What follows belongs to an exercise in optimizing a design on an open flow for small area and a short achievable clock period; a production flow would make more cautious choices.
Where RTL was checked, it was by simulation tests only, not by an equivalence proof against the original.
No activity file was given, so power comes from the tool's default toggle rates.

## r10k_sched
module r10k_sched (
    input  logic        clk,
    input  logic        rst,           
    input  logic [7:0]  n_insts,       
    output logic [7:0]  prog_addr,     
    input  logic [31:0] prog_data0,    
    input  logic [31:0] prog_data1,    
    output logic [1:0]  status,        
    output logic [15:0] cycle,
    output logic [1:0]  fetch_v,
    output logic [15:0] fetch_idx,
    output logic [1:0]  decode_v,
    output logic [15:0] decode_idx,
    output logic [1:0]  dispatch_v,
    output logic [15:0] dispatch_idx,
    output logic [1:0]  issue_v,
    output logic [15:0] issue_idx,
    output logic [1:0]  execute_v,
    output logic [15:0] execute_idx,
    output logic [1:0]  complete_v,
    output logic [15:0] complete_idx,
    output logic [1:0]  retire_v,
    output logic [15:0] retire_idx
);
Settings: LEC_CHECK=0, CAP_MARGIN=20, CORE_MARGIN=2, CORE_UTILIZATION=40, CTS_CLUSTER_DIAMETER=100, CTS_CLUSTER_SIZE=20, SLEW_MARGIN=20; clock period 11.0 ns.
standard.sh (not shown) runs the stock make flow with config.mk's settings and CLKGATE_MAP_FILE= SYNTH_SCRIPT=/design/flow/synth_recipe.tcl, a recipe that flattens the netlist after the stock synthesis.
==> flow/flow/run.sh <==
#!/bin/bash
# The standard layout (the standard.sh, standard synthesis unchanged), with two changes to
# how the layout is optimised, not to what it is measured against:
#  - the port buffers are plain buffers (buf_2) instead of the default delay-style cell;
#  - the setup repair aims for more slack than the standard margin, and may change a cell's
#    footprint when it resizes.
# make's full output goes to flow.log here; ORFS's per-step logs stay under orfs/logs.
set -euo pipefail
bash standard.sh "BUFFER_PORTS_ARGS=-buffer_cell sky130_fd_sc_hd__buf_2" \
  SETUP_SLACK_MARGIN=6.5 MATCH_CELL_FOOTPRINT=0 finish > flow.log 2>&1
The starting point produced a clean layout.
Then changed:
--- a/flow/config.mk
+++ b/flow/config.mk
@@ -9,3 +9,3 @@
 export CORE_MARGIN = 2
-export CORE_UTILIZATION = 40
+export CORE_UTILIZATION = 55
 export CTS_CLUSTER_DIAMETER = 100
Effect:
- wire length decreases by 2.4%
- setup slack got worse by 69 ps
- register-to-register slack got worse by 80 ps
- final cell count decreases by 5.9%
- cell area decreases by 1.6%
Then changed:
--- a/flow/flow/run.sh
+++ b/flow/flow/run.sh
@@ -9,2 +9,2 @@
 bash standard.sh "BUFFER_PORTS_ARGS=-buffer_cell sky130_fd_sc_hd__buf_2" \
-  SETUP_SLACK_MARGIN=6.5 MATCH_CELL_FOOTPRINT=0 finish > flow.log 2>&1
+  SETUP_SLACK_MARGIN=7 MATCH_CELL_FOOTPRINT=0 finish > flow.log 2>&1
--- a/flow/config.mk
+++ b/flow/config.mk
@@ -9,3 +9,3 @@
 export CORE_MARGIN = 2
-export CORE_UTILIZATION = 55
+export CORE_UTILIZATION = 40
 export CTS_CLUSTER_DIAMETER = 100
Effect:
- count of clock-buffer cells in the layout came out lower by 1
- global-route usage came out lower by 8.1 points
- clock power goes up by about 9%
- cell count rises by 7.9%
- synthesized cell count does not change
- utilization drops by 14 points
- critical path depth fell by 1
- combinational power rises by about 9%
Then changed:
--- a/flow/config.mk
+++ b/flow/config.mk
@@ -10,4 +10,2 @@
 export CORE_UTILIZATION = 40
-export CTS_CLUSTER_DIAMETER = 100
-export CTS_CLUSTER_SIZE = 20
 export SLEW_MARGIN = 20
Outcome: Critical path depth stays the same; clock-buffer cell count goes up by 24; register-to-register slack loses 110 ps; global-route usage goes up by 0.36 points; die area is unchanged.

* * *

## oak
Another version of the RTL of r10k_sched (not shown whole).
Size in the first run: roughly 410 flip-flops, ~0.024 mm^2 of cells after synthesis.
Settings: LEC_CHECK=0, CAP_MARGIN=20, CORE_MARGIN=2, CORE_UTILIZATION=40, SLEW_MARGIN=20; clock period 11.0 ns.
==> flow/flow/run.sh <==
#!/bin/bash
# The standard layout (the standard.sh, standard synthesis unchanged), with two changes to
# how the layout is optimised, not to what it is measured against:
#  - the port buffers are plain buffers (buf_2) instead of the default delay-style cell;
#  - the setup repair aims for more slack than the standard margin, and may change a cell's
#    footprint when it resizes.
# make's full output goes to flow.log here; ORFS's per-step logs stay under orfs/logs.
set -euo pipefail
bash standard.sh "BUFFER_PORTS_ARGS=-buffer_cell sky130_fd_sc_hd__buf_2" \
  SETUP_SLACK_MARGIN=7.5 MATCH_CELL_FOOTPRINT=0 finish > flow.log 2>&1
The following lists how pine was set up differently from oak:
diff --git a/flow/flow/run.sh b/flow/flow/run.sh
--- a/flow/flow/run.sh
+++ b/flow/flow/run.sh
@@ -9,2 +9,2 @@
 bash standard.sh "BUFFER_PORTS_ARGS=-buffer_cell sky130_fd_sc_hd__buf_2" \
-  SETUP_SLACK_MARGIN=7.5 MATCH_CELL_FOOTPRINT=0 finish > flow.log 2>&1
+  SETUP_SLACK_MARGIN=7 MATCH_CELL_FOOTPRINT=0 finish > flow.log 2>&1
==> comparison <==
pine against oak: power spent charging and discharging nets saw a decrease, maximum clock frequency saw an increase. Final worst-path cycle share sits lower in pine than in oak. pine vs oak: wire length down in pine. oak has a higher first-pass GRT wire length than pine.
Function was not checked in any run of this note: the RTL went through the layout flow alone.

-- separate check: timing with driven ports --
The results above use ideal ports. As a check the final layouts listed here were re-extracted and re-timed, cells and wires unchanged. Step 1 assumes that a clkbuf_16 drives the clock port and a buf_2 every other input. Step 2 adds t to the input delays and takes it off the output delays; t is the mean of the earliest and latest rising clock arrival at the registers after step 1. Input paths then give back, and output paths get back, about the clock's delay inside the block. a / b / c = ideal ports / drivers / drivers and shift; a / b = the first two.
run | t (ns) | setup slack, ns | worst setup path after step 2 | clock arrival spread, ns | pins driven straight from the clock port
the first run of note 1 | 0.655 | 6.490 / 6.427 / 6.162 | input to register | 0.016 / 0.016 | 1
the second run of note 1 | 0.641 | 6.420 / 6.357 / 6.117 | input to register | 0.025 / 0.025 | 1
the third run of note 1 | 0.653 | 6.567 / 6.503 / 6.413 | input to register | 0.024 / 0.023 | 1
the fourth run of note 1 | 0.663 | 6.553 / 6.492 / 6.397 | input to register | 0.034 / 0.033 | 1
oak | 0.646 | 6.489 / 6.489 / 6.489 | register to register | 0.034 / 0.034 | 1
pine | 0.635 | 6.575 / 6.575 / 6.490 | input to register | 0.046 / 0.046 | 1
After both steps setup and hold are still met in every run listed. The setup slack of the first run of note 1, which loses most, moves by -0.063 ns with the drivers and by -0.328 ns with both steps.
